Source: an optimization exercise on an open RTL-to-GDS flow (aim: small area). Production flows keep margins and buffers that such runs may drop. The RTL was checked by simulation tests, not by an equivalence proof against the original design. Power is estimated from default activity; no workload was simulated.

--- design.v ---
module pcal_engine (
    input  wire        clk,
    input  wire        rst,             
    input  wire [7:0]  cfg_addr,        
    input  wire [1:0]  cfg_forced,      
    input  wire [7:0]  cfg_retries,     
    input  wire        cfg_pin_hook,    
    input  wire        cmd_valid,
    output wire        cmd_ready,
    input  wire [31:0] cmd_data,
    output wire        rsp_valid,
    output wire        rsp_ok,
    output wire [15:0] rsp_value,
    output wire        tr_valid,
    output wire [1:0]  tr_kind,         
    output wire [6:0]  tr_dev,
    output wire [7:0]  tr_reg,
    output wire [7:0]  tr_wdata,
    input  wire        tr_done,
    input  wire        tr_ok,
    input  wire [7:0]  tr_rdata,
    output wire        evt_valid,
    output wire        evt_global,
    output wire [7:0]  evt_id,
    output wire [3:0]  evt_pin,
    output wire        evt_state,
    output wire [15:0] evt_status
);
    localparam [7:0] OP_INIT     = 8'h01, OP_DETECT  = 8'h02, OP_SETRETRY = 8'h03,
                     OP_GETERR   = 8'h04, OP_CLRERR  = 8'h05, OP_GETVAR   = 8'h06,
                     OP_HASEXT   = 8'h07, OP_GETADDR = 8'h08, OP_CHADDR   = 8'h09,
                     OP_DIR      = 8'h10, OP_DIRM    = 8'h11, OP_DIRL     = 8'h12,
                     OP_RDPIN    = 8'h13, OP_RDPINL  = 8'h14, OP_WRPIN    = 8'h15,
                     OP_WRPINL   = 8'h16, OP_TGLPIN  = 8'h17, OP_POL      = 8'h18,
                     OP_POLM     = 8'h19, OP_POLL    = 8'h1A, OP_RSTDEF   = 8'h1B,
                     OP_PUEN     = 8'h20, OP_PUENM   = 8'h21, OP_PUENL    = 8'h22,
                     OP_PUSEL    = 8'h23, OP_PUSELM  = 8'h24, OP_PUSELL   = 8'h25,
                     OP_DRV      = 8'h26, OP_DRVL    = 8'h27, OP_DRVGET   = 8'h28,
                     OP_LATCH    = 8'h29, OP_LATCHM  = 8'h2A, OP_LATCHL   = 8'h2B,
                     OP_INTCFG   = 8'h2C, OP_INTCFGL = 8'h2D, OP_INTMASK  = 8'h2E,
                     OP_INTSTAT  = 8'h2F, OP_OMODE   = 8'h30, OP_CBREG    = 8'h40,
                     OP_CBUNREG  = 8'h41, OP_CBGLOBAL= 8'h42, OP_HANDLE   = 8'h43;
    localparam E_IP = 0, E_RF = 2, E_WF = 3, E_UF = 4, E_IA = 5;
    localparam [1:0] V_UNKNOWN = 2'd0, V_STD = 2'd1, V_EXT = 2'd2;
    localparam [1:0] K_READ = 2'd0, K_WRITE = 2'd1, K_HINIT = 2'd2, K_HPINS = 2'd3;
    localparam [3:0] C_PURE = 4'd0, C_PINMOD = 4'd1, C_PINREAD = 4'd2, C_MERGE = 4'd3,
                     C_DREAD = 4'd4, C_DWRITE = 4'd5, C_WRITE1 = 4'd6, C_RSTDEF = 4'd7,
                     C_DRVL = 4'd8, C_CBREG = 4'd9, C_HANDLE = 4'd10;
    localparam [4:0] S_IDLE   = 5'd0,  S_LIST   = 5'd1,  S_EXEC   = 5'd2,  S_IPINS  = 5'd3,
                     S_IHOOK  = 5'd4,  S_DOF    = 5'd5,  S_DET1   = 5'd6,  S_DET2   = 5'd7,
                     S_DET3   = 5'd8,  S_DETEND = 5'd9,  S_POST   = 5'd10, S_GATE   = 5'd11,
                     S_RD0    = 5'd12, S_RD1    = 5'd13, S_WR0    = 5'd14, S_WR1    = 5'd15,
                     S_RST    = 5'd16, S_DRD    = 5'd17, S_DWR    = 5'd18, S_EVG    = 5'd19,
                     S_EVP    = 5'd20, S_RESP   = 5'd21;
    reg [6:0]  addr;
    reg [2:0]  abits;
    reg [7:0]  retries;
    reg [7:0]  saved_retries;
    reg [5:0]  err;
    reg [1:0]  variant;
    reg [1:0]  forced;
    reg        init_done;
    reg        pin_hook;
    reg [15:0] snap;
    reg [15:0] cbt_reg;
    reg [7:0]  cbt_id   [0:15];
    reg [1:0]  cbt_edge [0:15];
    reg [7:0]  gcb;
    reg [4:0]  state;
    reg [31:0] cw;           
    reg [7:0]  lcnt;         
    reg        lbad;         
    reg        lpinbad;      
    reg [15:0] lm, lv;       
    reg [31:0] ldv;          
    reg [7:0]  att;          
    reg [7:0]  treg;         
    reg [7:0]  twdata;       
    reg [7:0]  d0;           
    reg [7:0]  d1;           
    reg        ok2;          
    reg        hphase;       
    reg [15:0] st;           
    reg [15:0] cur;          
    reg [4:0]  ridx;         
    reg [1:0]  qidx;         
    reg [31:0] dbuf;         
    reg [3:0]  pidx;         
    reg        rsp_ok_r;
    reg [15:0] rsp_val_r;
    wire [7:0]  op   = cw[31:24];
    wire [7:0]  pin  = cw[23:16];
    wire [1:0]  pv   = cw[1:0];
    wire [15:0] imm  = cw[15:0];
    wire [3:0]  p4   = pin[3:0];
    reg        legal;
    reg        a_pins, a_init, a_gated;
    reg [5:0]  a_clear;
    reg [3:0]  cls;
    reg [7:0]  base;         
    always @(*) begin
        legal   = 1'b0;
        a_pins  = 1'b0;
        a_init  = 1'b0;
        a_gated = 1'b0;
        a_clear = 6'b0;
        cls     = C_PURE;
        base    = 8'h00;
        case (op)
            OP_INIT:     begin legal = (cw[23:0] == 24'd0); a_init = 1'b1; end
            OP_DETECT:   legal = (cw[23:0] == 24'd0);
            OP_SETRETRY: legal = (cw[23:8] == 16'd0);
            OP_GETERR:   legal = (cw[23:0] == 24'd0);
            OP_CLRERR:   legal = (cw[23:16] == 8'd0);
            OP_GETVAR:   legal = (cw[23:0] == 24'd0);
            OP_HASEXT:   legal = (cw[23:0] == 24'd0);
            OP_GETADDR:  legal = (cw[23:0] == 24'd0);
            OP_CHADDR:   begin legal = (cw[23:8] == 16'd0); a_clear[E_IA] = 1'b1; end
            OP_DIR, OP_WRPIN, OP_POL: begin
                legal = (cw[15:2] == 14'd0) && (pv <= 2'd1);
                a_pins = 1'b1; a_init = 1'b1;
                a_clear[E_IP] = 1'b1; a_clear[E_RF] = 1'b1; a_clear[E_WF] = 1'b1;
                cls = C_PINMOD;
                base = (op == OP_DIR) ? 8'h06 : (op == OP_WRPIN) ? 8'h02 : 8'h04;
            end
            OP_TGLPIN: begin
                legal = (cw[15:2] == 14'd0) && (pv == 2'd0);
                a_pins = 1'b1; a_init = 1'b1;
                a_clear[E_IP] = 1'b1; a_clear[E_RF] = 1'b1; a_clear[E_WF] = 1'b1;
                cls = C_PINMOD; base = 8'h02;
            end
            OP_DIRM, OP_POLM: begin
                legal = (cw[23:17] == 7'd0);
                a_init = 1'b1;
                a_clear[E_RF] = 1'b1; a_clear[E_WF] = 1'b1;
                cls = C_MERGE;
                base = (op == OP_DIRM) ? 8'h06 : 8'h04;
            end
            OP_DIRL, OP_WRPINL, OP_POLL: begin
                legal = (cw[23:8] == 16'd0) && !lbad;
                a_pins = 1'b1; a_init = 1'b1;
                a_clear[E_IP] = 1'b1; a_clear[E_RF] = 1'b1; a_clear[E_WF] = 1'b1;
                cls = C_MERGE;
                base = (op == OP_DIRL) ? 8'h06 : (op == OP_WRPINL) ? 8'h02 : 8'h04;
            end
            OP_RDPIN: begin
                legal = (cw[15:2] == 14'd0) && (pv == 2'd0);
                a_pins = 1'b1; a_init = 1'b1;
                a_clear[E_IP] = 1'b1; a_clear[E_RF] = 1'b1;
                cls = C_PINREAD; base = 8'h00;
            end
            OP_RDPINL: begin
                legal = (cw[23:8] == 16'd0) && !lbad;
                a_pins = 1'b1; a_init = 1'b1;
                a_clear[E_IP] = 1'b1; a_clear[E_RF] = 1'b1;
                cls = C_DREAD; base = 8'h00;
            end
            OP_RSTDEF: begin
                legal = (cw[23:0] == 24'd0);
                a_init = 1'b1; a_clear[E_WF] = 1'b1;
                cls = C_RSTDEF;
            end
            OP_PUEN, OP_PUSEL, OP_LATCH, OP_INTCFG: begin
                legal = (cw[15:2] == 14'd0) && (pv <= 2'd1);
                a_pins = 1'b1; a_init = 1'b1; a_gated = 1'b1;
                a_clear[E_IP] = 1'b1; a_clear[E_UF] = 1'b1;
                a_clear[E_RF] = 1'b1; a_clear[E_WF] = 1'b1;
                cls = C_PINMOD;
                base = (op == OP_PUEN) ? 8'h46 : (op == OP_PUSEL) ? 8'h48 :
                       (op == OP_LATCH) ? 8'h44 : 8'h4A;
            end
            OP_DRV: begin
                legal = (cw[15:2] == 14'd0);
                a_pins = 1'b1; a_init = 1'b1; a_gated = 1'b1;
                a_clear[E_IP] = 1'b1; a_clear[E_UF] = 1'b1;
                a_clear[E_RF] = 1'b1; a_clear[E_WF] = 1'b1;
                cls = C_PINMOD; base = 8'h40;
            end
            OP_PUENM, OP_PUSELM, OP_LATCHM: begin
                legal = (cw[23:17] == 7'd0);
                a_init = 1'b1; a_gated = 1'b1;
                a_clear[E_UF] = 1'b1; a_clear[E_RF] = 1'b1; a_clear[E_WF] = 1'b1;
                cls = C_MERGE;
                base = (op == OP_PUENM) ? 8'h46 : (op == OP_PUSELM) ? 8'h48 : 8'h44;
            end
            OP_PUENL, OP_PUSELL, OP_LATCHL, OP_INTCFGL: begin
                legal = (cw[23:8] == 16'd0) && !lbad;
                a_pins = 1'b1; a_init = 1'b1; a_gated = 1'b1;
                a_clear[E_IP] = 1'b1; a_clear[E_UF] = 1'b1;
                a_clear[E_RF] = 1'b1; a_clear[E_WF] = 1'b1;
                cls = C_MERGE;
                base = (op == OP_PUENL) ? 8'h46 : (op == OP_PUSELL) ? 8'h48 :
                       (op == OP_LATCHL) ? 8'h44 : 8'h4A;
            end
            OP_DRVL: begin
                legal = (cw[23:8] == 16'd0) && !lbad;
                a_pins = 1'b1; a_init = 1'b1; a_gated = 1'b1;
                a_clear[E_IP] = 1'b1; a_clear[E_UF] = 1'b1;
                a_clear[E_RF] = 1'b1; a_clear[E_WF] = 1'b1;
                cls = C_DRVL;
            end
            OP_DRVGET: begin
                legal = (cw[15:2] == 14'd0) && (pv == 2'd0);
                a_pins = 1'b1; a_init = 1'b1; a_gated = 1'b1;
                a_clear[E_IP] = 1'b1; a_clear[E_UF] = 1'b1; a_clear[E_RF] = 1'b1;
                cls = C_PINREAD; base = 8'h40;
            end
            OP_INTMASK: begin
                legal = (cw[23:16] == 8'd0);
                a_init = 1'b1; a_gated = 1'b1;
                a_clear[E_UF] = 1'b1; a_clear[E_WF] = 1'b1;
                cls = C_DWRITE; base = 8'h4A;
            end
            OP_INTSTAT: begin
                legal = (cw[23:0] == 24'd0);
                a_init = 1'b1; a_gated = 1'b1;
                a_clear[E_UF] = 1'b1; a_clear[E_RF] = 1'b1;
                cls = C_DREAD; base = 8'h4C;
            end
            OP_OMODE: begin
                legal = (cw[23:2] == 22'd0);
                a_init = 1'b1; a_gated = 1'b1;
                a_clear[E_UF] = 1'b1; a_clear[E_WF] = 1'b1;
                cls = C_WRITE1; base = 8'h4F;
            end
            OP_CBREG: begin
                legal = (cw[7:2] == 6'd0) && (cw[15:8] != 8'd0) && (pv != 2'd3);
                a_pins = 1'b1; a_init = 1'b1;
                a_clear[E_IP] = 1'b1; a_clear[E_RF] = 1'b1;
                cls = C_CBREG; base = 8'h00;
            end
            OP_CBUNREG: begin
                legal = (cw[15:2] == 14'd0) && (pv == 2'd0);
                a_pins = 1'b1; a_clear[E_IP] = 1'b1;
            end
            OP_CBGLOBAL: legal = (cw[23:8] == 16'd0);
            OP_HANDLE: begin
                legal = (cw[23:0] == 24'd0);
                a_init = 1'b1; a_clear[E_RF] = 1'b1;
                cls = C_HANDLE; base = 8'h00;
            end
            default: legal = 1'b0;
        endcase
    end
    wire is_list = (op == OP_DIRL)  || (op == OP_RDPINL) || (op == OP_WRPINL) ||
                   (op == OP_POLL)  || (op == OP_PUENL)  || (op == OP_PUSELL) ||
                   (op == OP_DRVL)  || (op == OP_LATCHL) || (op == OP_INTCFGL);
    wire pin_bad = is_list ? lpinbad : (pin >= 8'd16);
    wire [7:0] in_op = cmd_data[31:24];
    wire in_list = (in_op == OP_DIRL)  || (in_op == OP_RDPINL) || (in_op == OP_WRPINL) ||
                   (in_op == OP_POLL)  || (in_op == OP_PUENL)  || (in_op == OP_PUSELL) ||
                   (in_op == OP_DRVL)  || (in_op == OP_LATCHL) || (in_op == OP_INTCFGL);
    wire [7:0] e_pin = cmd_data[15:8];
    wire [1:0] e_v   = cmd_data[1:0];
    wire e_legal = (cmd_data[31:16] == 16'd0) && (cmd_data[7:2] == 6'd0) &&
                   ((op == OP_DRVL) ? 1'b1 :
                    (op == OP_RDPINL) ? (e_v == 2'd0) : (e_v <= 2'd1));
    wire        fmt_m = (op == OP_DIRM) || (op == OP_POLM) || (op == OP_PUENM) ||
                        (op == OP_PUSELM) || (op == OP_LATCHM);
    wire [15:0] mm = fmt_m ? imm : lm;
    wire [15:0] mv = fmt_m ? {16{cw[16]}} :
                     (op == OP_INTCFGL) ? (~lv & lm) : lv;
    wire [7:0] pin_reg = (base == 8'h40) ? (8'h40 + {6'd0, p4[3:2]}) : (base + {7'd0, p4[3]});
    wire [2:0] bpos    = p4[2:0];
    wire [2:0] dshift  = {p4[1:0], 1'b0};
    function [7:0] pin_modify;
        input [7:0] old;
        begin
            case (op)
                OP_TGLPIN: pin_modify = old ^ (8'd1 << bpos);
                OP_INTCFG: pin_modify = pv[0] ? (old & ~(8'd1 << bpos)) : (old | (8'd1 << bpos));
                OP_DRV:    pin_modify = (old & ~(8'd3 << dshift)) | ({6'd0, pv} << dshift);
                default:   pin_modify = pv[0] ? (old | (8'd1 << bpos)) : (old & ~(8'd1 << bpos));
            endcase
        end
    endfunction
    reg [7:0] rst_reg_t, rst_dat_t;
    always @(*) begin
        case (ridx)
            5'd0:  begin rst_reg_t = 8'h02; rst_dat_t = 8'hFF; end
            5'd1:  begin rst_reg_t = 8'h03; rst_dat_t = 8'hFF; end
            5'd2:  begin rst_reg_t = 8'h04; rst_dat_t = 8'h00; end
            5'd3:  begin rst_reg_t = 8'h05; rst_dat_t = 8'h00; end
            5'd4:  begin rst_reg_t = 8'h06; rst_dat_t = 8'hFF; end
            5'd5:  begin rst_reg_t = 8'h07; rst_dat_t = 8'hFF; end
            5'd6:  begin rst_reg_t = 8'h40; rst_dat_t = 8'hFF; end
            5'd7:  begin rst_reg_t = 8'h41; rst_dat_t = 8'hFF; end
            5'd8:  begin rst_reg_t = 8'h42; rst_dat_t = 8'hFF; end
            5'd9:  begin rst_reg_t = 8'h43; rst_dat_t = 8'hFF; end
            5'd10: begin rst_reg_t = 8'h44; rst_dat_t = 8'h00; end
            5'd11: begin rst_reg_t = 8'h45; rst_dat_t = 8'h00; end
            5'd12: begin rst_reg_t = 8'h46; rst_dat_t = 8'hFF; end
            5'd13: begin rst_reg_t = 8'h47; rst_dat_t = 8'hFF; end
            5'd14: begin rst_reg_t = 8'h48; rst_dat_t = 8'hFF; end
            5'd15: begin rst_reg_t = 8'h49; rst_dat_t = 8'hFF; end
            5'd16: begin rst_reg_t = 8'h4A; rst_dat_t = 8'hFF; end
            5'd17: begin rst_reg_t = 8'h4B; rst_dat_t = 8'hFF; end
            default: begin rst_reg_t = 8'h4F; rst_dat_t = 8'h00; end
        endcase
    end
    reg  [15:0] ldm;         
    wire [3:0]  aq = {|ldm[15:12], |ldm[11:8], |ldm[7:4], |ldm[3:0]};
    wire [7:0]  dold = dbuf[qidx*8 +: 8];
    reg  [7:0]  dnew;
    integer j;
    always @(*) begin
        dnew = dold;
        for (j = 0; j < 4; j = j + 1)
            if (ldm[{qidx, 2'b00} + j])
                dnew[2*j +: 2] = ldv[2*({qidx, 2'b00} + j) +: 2];
    end
    wire [1:0] pedge   = cbt_edge[pidx];
    wire       prev_b  = snap[pidx];
    wire       cur_b   = cur[pidx];
    wire       rising  = !prev_b && cur_b;
    wire       falling = prev_b && !cur_b;
    wire       pmatch  = ((pedge == 2'd0) && rising) || ((pedge == 2'd1) && falling) ||
                         ((pedge == 2'd2) && (rising || falling));
    wire       pfire   = st[pidx] && cbt_reg[pidx] && pmatch;
    reg        call;
    reg [1:0]  call_kind;
    reg [7:0]  call_reg;
    reg [7:0]  call_wdata;
    always @(*) begin
        call       = 1'b0;
        call_kind  = K_READ;
        call_reg   = treg;
        call_wdata = twdata;
        case (state)
            S_IPINS: begin call = 1'b1; call_kind = K_HPINS; call_wdata = {5'd0, abits}; end
            S_IHOOK: begin call = 1'b1; call_kind = K_HINIT; call_wdata = 8'd0; end
            S_DET1, S_DET3: begin call = 1'b1; call_reg = 8'h00; end
            S_DET2:  begin call = 1'b1; call_reg = 8'h40; end
            S_RD0, S_RD1: call = 1'b1;
            S_WR0, S_WR1: begin call = 1'b1; call_kind = K_WRITE; end
            S_RST:   begin call = 1'b1; call_kind = K_WRITE; call_reg = rst_reg_t; call_wdata = rst_dat_t; end
            S_DRD:   begin call = aq[qidx]; call_reg = {6'b010000, qidx}; end
            S_DWR:   begin call = aq[qidx]; call_kind = K_WRITE; call_reg = {6'b010000, qidx}; call_wdata = dnew; end
            default: call = 1'b0;
        endcase
    end
    wire is_hook  = call_kind[1];
    wire call_fin = call && tr_done && (is_hook || tr_ok || (att == retries));
    wire call_ok  = tr_ok;
    assign tr_valid = call;
    assign tr_kind  = call_kind;
    assign tr_dev   = addr;
    assign tr_reg   = call_reg;
    assign tr_wdata = call_wdata;
    assign cmd_ready = (state == S_IDLE) || (state == S_LIST);
    assign rsp_valid = (state == S_RESP);
    assign rsp_ok    = rsp_ok_r;
    assign rsp_value = rsp_val_r;
    assign evt_valid  = ((state == S_EVG) && (gcb != 8'd0)) || ((state == S_EVP) && pfire);
    assign evt_global = (state == S_EVG);
    assign evt_id     = (state == S_EVG) ? gcb : cbt_id[pidx];
    assign evt_pin    = pidx;
    assign evt_state  = cur_b;
    assign evt_status = st;
    wire [7:0] caddr = (cfg_addr < 8'h20) ? 8'h20 : (cfg_addr > 8'h27) ? 8'h27 : cfg_addr;
    integer i;
    always @(posedge clk) begin
        if (rst) begin
            addr          <= caddr[6:0];
            abits         <= caddr[2:0];
            retries       <= cfg_retries;
            saved_retries <= 8'd0;
            err           <= 6'd0;
            variant       <= V_UNKNOWN;
            forced        <= cfg_forced;
            init_done     <= 1'b0;
            pin_hook      <= cfg_pin_hook;
            snap          <= 16'd0;
            cbt_reg       <= 16'd0;
            for (i = 0; i < 16; i = i + 1) begin
                cbt_id[i]   <= 8'd0;
                cbt_edge[i] <= 2'd0;
            end
            gcb       <= 8'd0;
            state     <= S_IDLE;
            cw        <= 32'd0;
            lcnt      <= 8'd0;
            lbad      <= 1'b0;
            lpinbad   <= 1'b0;
            lm        <= 16'd0;
            lv        <= 16'd0;
            ldm       <= 16'd0;
            ldv       <= 32'd0;
            att       <= 8'd0;
            treg      <= 8'd0;
            twdata    <= 8'd0;
            d0        <= 8'd0;
            d1        <= 8'd0;
            ok2       <= 1'b0;
            hphase    <= 1'b0;
            st        <= 16'd0;
            cur       <= 16'd0;
            ridx      <= 5'd0;
            qidx      <= 2'd0;
            dbuf      <= 32'd0;
            pidx      <= 4'd0;
            rsp_ok_r  <= 1'b0;
            rsp_val_r <= 16'd0;
        end else begin
            if (call && tr_done) begin
                if (call_fin)
                    att <= 8'd0;
                else
                    att <= att + 8'd1;
                if (call_fin && !is_hook) begin
                    if (call_kind == K_READ) err[E_RF] <= !call_ok;
                    else                     err[E_WF] <= !call_ok;
                end
            end
            case (state)
            S_IDLE: begin
                if (cmd_valid) begin
                    cw      <= cmd_data;
                    lbad    <= 1'b0;
                    lpinbad <= 1'b0;
                    lm      <= 16'd0;
                    lv      <= 16'd0;
                    ldm     <= 16'd0;
                    ldv     <= 32'd0;
                    lcnt    <= cmd_data[7:0];
                    if (in_list && (cmd_data[7:0] != 8'd0))
                        state <= S_LIST;
                    else
                        state <= S_EXEC;
                end
            end
            S_LIST: begin
                if (cmd_valid) begin
                    if (!e_legal)
                        lbad <= 1'b1;
                    if (e_pin >= 8'd16)
                        lpinbad <= 1'b1;
                    else begin
                        lm[e_pin[3:0]]          <= 1'b1;
                        lv[e_pin[3:0]]          <= e_v[0];
                        ldm[e_pin[3:0]]         <= 1'b1;
                        ldv[2*e_pin[3:0] +: 2]  <= e_v;
                    end
                    lcnt <= lcnt - 8'd1;
                    if (lcnt == 8'd1)
                        state <= S_EXEC;
                end
            end
            S_EXEC: begin
                if (!legal) begin
                    rsp_ok_r <= 1'b0; rsp_val_r <= 16'd0; state <= S_RESP;
                end else if (a_pins && pin_bad) begin
                    err[E_IP] <= 1'b1;
                    rsp_ok_r <= 1'b0; rsp_val_r <= 16'd0; state <= S_RESP;
                end else if (op == OP_CHADDR) begin
                    if (imm[7:0] < 8'h20 || imm[7:0] > 8'h27) begin
                        err[E_IA] <= 1'b1;
                        rsp_ok_r <= 1'b0; rsp_val_r <= 16'd0; state <= S_RESP;
                    end else begin
                        err[E_IA] <= 1'b0;
                        addr      <= imm[6:0];
                        abits     <= imm[2:0];
                        init_done <= 1'b0;
                        variant   <= V_UNKNOWN;
                        state     <= pin_hook ? S_IPINS : S_IHOOK;
                    end
                end else if (op == OP_DETECT) begin
                    if (!init_done) state <= pin_hook ? S_IPINS : S_IHOOK;
                    else            state <= S_DOF;
                end else if (a_init && !init_done) begin
                    state <= pin_hook ? S_IPINS : S_IHOOK;
                end else begin
                    state <= S_GATE;
                end
            end
            S_IPINS: if (call_fin) state <= S_IHOOK;
            S_IHOOK: begin
                if (call_fin) begin
                    if (call_ok) state <= S_DOF;
                    else begin
                        rsp_ok_r <= 1'b0; rsp_val_r <= 16'd0; state <= S_RESP;
                    end
                end
            end
            S_DOF: begin
                if (forced != 2'd0) begin
                    variant <= forced;
                    state   <= S_POST;
                end else begin
                    saved_retries <= retries;
                    retries       <= 8'd0;
                    state         <= S_DET1;
                end
            end
            S_DET1: begin
                if (call_fin) begin
                    if (call_ok) state <= S_DET2;
                    else begin
                        variant <= V_UNKNOWN;
                        state   <= S_DETEND;
                    end
                end
            end
            S_DET2: begin
                if (call_fin) begin
                    ok2   <= call_ok;
                    state <= S_DET3;
                end
            end
            S_DET3: begin
                if (call_fin) begin
                    if (call_ok) variant <= ok2 ? V_EXT : V_STD;
                    else         variant <= V_UNKNOWN;
                    state <= S_DETEND;
                end
            end
            S_DETEND: begin
                retries <= saved_retries;
                state   <= S_POST;
            end
            S_POST: begin
                init_done <= 1'b1;
                if (op == OP_DETECT) begin
                    rsp_ok_r  <= (variant != V_UNKNOWN);
                    rsp_val_r <= {14'd0, variant};
                    state     <= S_RESP;
                end else if (op == OP_INIT || op == OP_CHADDR) begin
                    rsp_ok_r <= 1'b1; rsp_val_r <= 16'd0; state <= S_RESP;
                end else begin
                    state <= S_GATE;
                end
            end
            S_GATE: begin
                if (a_gated && variant != V_EXT) begin
                    err[E_UF] <= 1'b1;
                    rsp_ok_r <= 1'b0; rsp_val_r <= 16'd0; state <= S_RESP;
                end else begin
                    err <= err & ~a_clear;
                    rsp_ok_r  <= 1'b1;
                    rsp_val_r <= 16'd0;
                    att <= 8'd0;
                    case (cls)
                    C_PURE: begin
                        state <= S_RESP;
                        case (op)
                            OP_SETRETRY: retries <= imm[7:0];
                            OP_GETERR:   rsp_val_r <= {10'd0, err};
                            OP_CLRERR:   err <= err & ~imm[5:0];
                            OP_GETVAR:   rsp_val_r <= {14'd0, variant};
                            OP_HASEXT:   rsp_val_r <= {15'd0, variant == V_EXT};
                            OP_GETADDR:  rsp_val_r <= {9'd0, addr};
                            OP_CBUNREG: begin
                                cbt_reg[p4]  <= 1'b0;
                                cbt_id[p4]   <= 8'd0;
                                cbt_edge[p4] <= 2'd0;
                            end
                            OP_CBGLOBAL: gcb <= imm[7:0];
                            default: ;
                        endcase
                    end
                    C_PINMOD, C_PINREAD: begin
                        treg  <= pin_reg;
                        state <= S_RD0;
                    end
                    C_MERGE, C_DREAD: begin
                        treg  <= base;
                        state <= S_RD0;
                    end
                    C_DWRITE: begin
                        treg   <= base;
                        twdata <= imm[7:0];
                        state  <= S_WR0;
                    end
                    C_WRITE1: begin
                        treg   <= base;
                        twdata <= {6'd0, imm[1:0]};
                        state  <= S_WR0;
                    end
                    C_RSTDEF: begin
                        ridx  <= 5'd0;
                        state <= S_RST;
                    end
                    C_DRVL: begin
                        qidx  <= 2'd0;
                        state <= S_DRD;
                    end
                    C_CBREG: begin
                        cbt_reg[p4]  <= 1'b1;
                        cbt_id[p4]   <= cw[15:8];
                        cbt_edge[p4] <= pv;
                        treg  <= 8'h00;
                        state <= S_RD0;
                    end
                    default: begin  
                        hphase <= (variant != V_EXT);
                        treg   <= (variant == V_EXT) ? 8'h4C : 8'h00;
                        state  <= S_RD0;
                    end
                    endcase
                end
            end
            S_RD0: begin
                if (call_fin) begin
                    if (!call_ok) begin
                        rsp_ok_r <= 1'b0; rsp_val_r <= 16'd0; state <= S_RESP;
                    end else begin
                        d0 <= tr_rdata;
                        case (cls)
                            C_PINMOD: begin
                                twdata <= pin_modify(tr_rdata);
                                state  <= S_WR0;
                            end
                            C_PINREAD: begin
                                rsp_ok_r <= 1'b1;
                                if (op == OP_DRVGET)
                                    rsp_val_r <= {14'd0, tr_rdata[dshift +: 2]};
                                else
                                    rsp_val_r <= {15'd0, tr_rdata[bpos]};
                                state <= S_RESP;
                            end
                            default: begin
                                treg  <= treg + 8'd1;
                                state <= S_RD1;
                            end
                        endcase
                    end
                end
            end
            S_RD1: begin
                if (call_fin) begin
                    if (!call_ok) begin
                        rsp_ok_r <= 1'b0; rsp_val_r <= 16'd0; state <= S_RESP;
                    end else begin
                        case (cls)
                            C_MERGE: begin
                                twdata <= (d0 & ~mm[7:0]) | (mv[7:0] & mm[7:0]);
                                d1     <= (tr_rdata & ~mm[15:8]) | (mv[15:8] & mm[15:8]);
                                treg   <= base;
                                state  <= S_WR0;
                            end
                            C_DREAD: begin
                                rsp_ok_r  <= 1'b1;
                                rsp_val_r <= (op == OP_RDPINL) ? ({tr_rdata, d0} & lm) : {tr_rdata, d0};
                                state     <= S_RESP;
                            end
                            C_CBREG: begin
                                snap      <= {tr_rdata, d0};
                                rsp_ok_r  <= 1'b1;
                                rsp_val_r <= 16'd0;
                                state     <= S_RESP;
                            end
                            default: begin  
                                if (!hphase) begin
                                    st     <= {tr_rdata, d0};
                                    hphase <= 1'b1;
                                    treg   <= 8'h00;
                                    state  <= S_RD0;
                                end else begin
                                    cur <= {tr_rdata, d0};
                                    if (variant != V_EXT)
                                        st <= {tr_rdata, d0} ^ snap;
                                    state <= S_EVG;
                                end
                            end
                        endcase
                    end
                end
            end
            S_WR0: begin
                if (call_fin) begin
                    if (!call_ok) begin
                        rsp_ok_r <= 1'b0; rsp_val_r <= 16'd0; state <= S_RESP;
                    end else if (cls == C_MERGE) begin
                        treg   <= base + 8'd1;
                        twdata <= d1;
                        state  <= S_WR1;
                    end else if (cls == C_DWRITE) begin
                        treg   <= base + 8'd1;
                        twdata <= imm[15:8];
                        state  <= S_WR1;
                    end else begin
                        rsp_ok_r <= 1'b1; rsp_val_r <= 16'd0; state <= S_RESP;
                    end
                end
            end
            S_WR1: begin
                if (call_fin) begin
                    rsp_ok_r  <= call_ok;
                    rsp_val_r <= 16'd0;
                    state     <= S_RESP;
                end
            end
            S_RST: begin
                if (call_fin) begin
                    if (!call_ok) begin
                        rsp_ok_r <= 1'b0; rsp_val_r <= 16'd0; state <= S_RESP;
                    end else if ((ridx == 5'd5 && variant != V_EXT) || ridx == 5'd18) begin
                        rsp_ok_r <= 1'b1; rsp_val_r <= 16'd0; state <= S_RESP;
                    end else begin
                        ridx <= ridx + 5'd1;
                    end
                end
            end
            S_DRD: begin
                if (!aq[qidx] || call_fin) begin
                    if (aq[qidx] && !call_ok) begin
                        rsp_ok_r <= 1'b0; rsp_val_r <= 16'd0; state <= S_RESP;
                    end else begin
                        if (aq[qidx])
                            dbuf[qidx*8 +: 8] <= tr_rdata;
                        qidx <= qidx + 2'd1;
                        if (qidx == 2'd3)
                            state <= S_DWR;
                    end
                end
            end
            S_DWR: begin
                if (!aq[qidx] || call_fin) begin
                    if (aq[qidx] && !call_ok) begin
                        rsp_ok_r <= 1'b0; rsp_val_r <= 16'd0; state <= S_RESP;
                    end else begin
                        qidx <= qidx + 2'd1;
                        if (qidx == 2'd3) begin
                            rsp_ok_r <= 1'b1; rsp_val_r <= 16'd0; state <= S_RESP;
                        end
                    end
                end
            end
            S_EVG: begin
                pidx  <= 4'd0;
                state <= S_EVP;
            end
            S_EVP: begin
                pidx <= pidx + 4'd1;
                if (pidx == 4'd15) begin
                    snap      <= cur;
                    rsp_ok_r  <= 1'b1;
                    rsp_val_r <= st;
                    state     <= S_RESP;
                end
            end
            S_RESP: state <= S_IDLE;
            default: state <= S_IDLE;
            endcase
        end
    end
endmodule
--- run.sh ---
#!/bin/bash
# synth_recipe.tcl (not shown) runs the flow's synth.tcl, then flattens the netlist and writes it again
# the make line also repeats each setting of config.mk as NAME=value (left out here)
make -C /OpenROAD-flow-scripts/flow DESIGN_CONFIG=/design/flow/config.mk WORK_HOME=/design/flow/orfs CLKGATE_MAP_FILE= SYNTH_SCRIPT=/design/flow/synth_recipe.tcl finish
--- constraint.sdc ---
create_clock -name core_clock -period 8.0 [get_ports {clk}]
set_input_delay 1.6000 -clock core_clock [delete_from_list [all_inputs] [get_ports {clk}]]
set_output_delay 1.6000 -clock core_clock [all_outputs]
set_load 0.01 [all_outputs]
--- config.mk ---
export PLATFORM = sky130hd
export DESIGN_NAME = pcal_engine
export DESIGN_NICKNAME = pcal_engine
export VERILOG_FILES = /design/flow/design.v
export SDC_FILE = /design/flow/constraint.sdc
export NUM_CORES = 4
export LEC_CHECK = 0
export CAP_MARGIN = 20
export CORE_MARGIN = 2
export CORE_UTILIZATION = 40
export PLACE_DENSITY = 0.6
export SLEW_MARGIN = 20
==> impl_results.md <==
* CP arrival at 4.42 ns
* Drt first pass iters at 6
* Std-Cell Rows at 96
* Slew HR at 21.7%
* Main synth FF type: dfxtp_1
* Most frequent cells in the layout: nor2_1 (405), nand2_1 (328), dfxtp_1 (326)
* Dpl hpwl at around 76 mm
* Initial core utilization at between 40% and 50%
* Yosys reg bits at slightly above 500
* Synth unique cells at 104
* Maximum clock insertion buffer count at 3
* CTS tree: done
* Die Wd at 268 um
* RSZ-0062 raised after global routing: false
* Worst path cell trace: buf_4 > mux4_2 > mux4_2 > and2_1 > o31ai_1 > a32o_1 > clkdlybuf4s50_1
* Placed Area at 29,900 um^2
* Total Routing Usage GR at just under 30%
* Post-Syn Area at 27,800 um^2
* Hold Violations, Final at 0
* Utilization after layout at 46.4%
* Final period util at between 70 and 80%
* CP max-delay cell: dfxtp_2
* Leakage at 11.4 nW
* Worst R2R Setup Slack at 3.26 ns
* EDFF count, synth at 178
* Worst-Skew Late Latency at 0.63 ns
* Hold Slack at 0.453 ns
* Worst-margin pin slew at 1.17 ns
* DIE AREA at between 70,000 and 80,000 um^2
* CTS clk-pin slew, worst paths at about 0.060 ns
* Data required, critical path at 6.40 ns
* Die Y at around 270 um
* Fraction of registers with async set/reset at 0%
* Initial DRC count at ~3,100
* CP Capture Type: output pin
* Post-CTS setup buffers at 0
* Clock Tree Root: clkbuf_16
* Final instance area at 31,900 um^2
* Crit path time final at 6.02 ns
* First-pass GRT wire length at 157 mm
* Fraction of layout cells with a size suffix above 1 at 11.7%
* Cts repair resizes at 0
* Commonest non-fill, non-tap cell in the layout: nor2_1
* I/O pins at 140
* Multi-input gate area at 14,700 um^2
* Largest net degree at the start of global routing at 169
* Max Freq at around 0.17 GHz
* ANT nets after route at 0
* Clock H-tree levels at 2
* CORE AREA at approximately 70,000 um^2
* Worst setup SP type: flip-flop
* Sink Count at 506
* Setup ws final at 1.98 ns
* Critical path's largest stage delay at 0.97 ns
* GPL Wtd Cong at ~1.0
* Post-Route WL at 106 mm
* Avg Cell Area, Syn at 9.18 um^2
* Wire per inst at 26.2 um
* Antenna violations before repair at 2
* Power per cell area at 246 nW/um^2
* Skew final at around 0.018 ns
* Syn_nets at about 3,100
* Synth warnings at 1
* Hold Path Class: flip-flop to flip-flop
* Area grow syn2layout at 14.6%
* Final setup vio count at 0
* Seq/Total Area, Yosys at 42.8%
* Num CTS Buffers at 57
* Pre-CTS WS at 2.57 ns
* Vias in the first global route at 24,200
* Most frequent cell on the critical path: mux4_2
* Final TNS setup at 0 ns
* # fillers at 6,568
* Worst-case vdd ir drop at 0.184 mV
* Syn Inst Count at 3,034
* FF/Latch Area at 11,900 um^2
* Antenna diodes at 0
* # nets final at 3,150
* Vias at 25,100
* Maxcap violations at 0
* CTS hold repair buffers at 0
* Fin. max-slew vios at 0
* DRC viols at 0
* Routed vias/inst at roughly 6.2
* Worst-path fanout max at 26
* Port Buffer Count at 139
* GR Overflow Total at 0
* Status: timing/DRC/antenna clean
* Setup Crit Path Kind: flip-flop to output pin
==> through the flow <==
step | std cells | power [mW]
detailed placement | 3924 | 5.09
CTS | 4031 | 7.82
finish | 4032 | 7.85
global route | 4032 | 8.13
global placement | 3924 | 5.06
floorplan | 3034 | 4.32
==> cell usage after synthesis, types with 12 or more instances <==
cell type	count	area, um^2
a211oi_1	54	405
a211oi_2	12	150
a21o_1	13	97.6
a21oi_1	220	1100
a221oi_1	15	131
a22o_1	28	245
a22oi_1	62	465
a311oi_1	30	263
a31oi_1	24	150
and2_1	18	113
and3_1	137	857
buf_1	19	71.3
buf_2	32	160
buf_4	13	97.6
clkbuf_1	182	683
dfxtp_1	328	6570
edfxtp_1	178	5350
ha_1	33	413
inv_1	38	143
mux2_2	14	158
mux2i_1	63	631
mux4_2	85	1910
nand2_1	328	1230
nand2b_1	28	175
nand3_1	52	260
nand4_1	26	163
nor2_1	411	1540
nor2b_1	26	163
nor3_1	57	285
nor4_1	20	125
o211ai_1	15	113
o21ai_0	120	601
o21bai_1	19	143
o22ai_1	21	131
o31ai_1	12	90.1
or2_2	12	75.1
or3_1	25	156
xnor2_1	28	245
xor2_1	27	236
==> kinds of logic after synthesis <==
kind of cell | Yosys count | synth area share (%)
AND/OR/NAND/NOR | 1213 | 21.0
XOR/XNOR | 55 | 1.73
multiplexers | 162 | 9.71
buffers and inverters | 300 | 4.65
AO/OA/AOI/OAI | 765 | 18.6
adder cells (fa/ha/maj) | 33 | 1.48
flip-flops | 506 | 42.8
==> path summary, 6_finish.rpt <==
| path | end | depth (start not counted) | start |
|---|---|---|---|
| max | evt_valid | 7 | flip-flop |
| max reg2reg | rsp_val_r[3] | 8 | cw[30] |
| min | err[1] | 2 | err[1] |
| min reg2reg | err[1] | 2 | err[1] |
==> metal layers <==
layer	up-vias	GRT usage, %	part of all wire [%]
li1	11300	-	-
met1	12300	38.4	41
met2	1281	46.4	46
met3	267	5.66	9.0
met4	2	12.4	4.3
met5	-	0	0.013
==> power breakdown <==
part,switching (mW),internal [mW],total [mW]
registers,0.130,2.79,2.92
logic,1.50,0.697,2.19
clock network,1.12,1.62,2.74
==> worst max-delay path, delay by kind of cell, from the launching register on <==
| kind | cells | cell delay (ns) |
|---|---|---|
| AO/OA/AOI/OAI | 2 | 0.52 |
| AND/OR/NAND/NOR | 1 | 0.19 |
| flip-flops | 1 | 0.97 |
| buffers and inverters | 2 | 1.02 |
| multiplexers | 2 | 1.07 |
==> layout make-up <==
type | count | share of cell area (%)
inverter | 43 | 0.506
tap | 931 | 3.65
sequential | 506 | 37.3
timing repair buffer | 217 | 6.24
multi-input combinational | 2228 | 46.1
clock buffer | 85 | 5.26
clock inverter | 22 | 0.902
==> registers in the layout, summed over array words and instances, names as in the netlist, 16 cells and up, named ones only <==
register / count
ldm: 16
cur: 16
snap: 16
lv: 16
lm: 16
cw: 32
st: 16
ldv: 32
dbuf: 32
cbt_id: 128
rsp_val_r: 16
cbt_edge: 32

-- static timing again, ports no longer ideal --
The flow's constraints put no driver on any port. The routed layout listed below was extracted and timed again, unchanged, in two steps.
Step 1 sets driving cells, clkbuf_16 on the clock port and buf_2 on the other inputs (assumed; they add their load-dependent delay and slew).
Step 2 also shifts input and output timing later by t, the mid clock arrival at the registers, as if the neighbouring blocks saw the same clock.
Slacks: ideal / step 1 / step 2; pairs: ideal / step 1.
shift t [ns]: 0.683
setup slack, ns: 1.976 / 1.913 / 2.596
slew at the worst register clock pin (ns): 0.07 / 0.07
After both steps this run still meets setup and hold. The setup slack of this run moves by -0.063 ns with the drivers and by +0.620 ns with both steps.
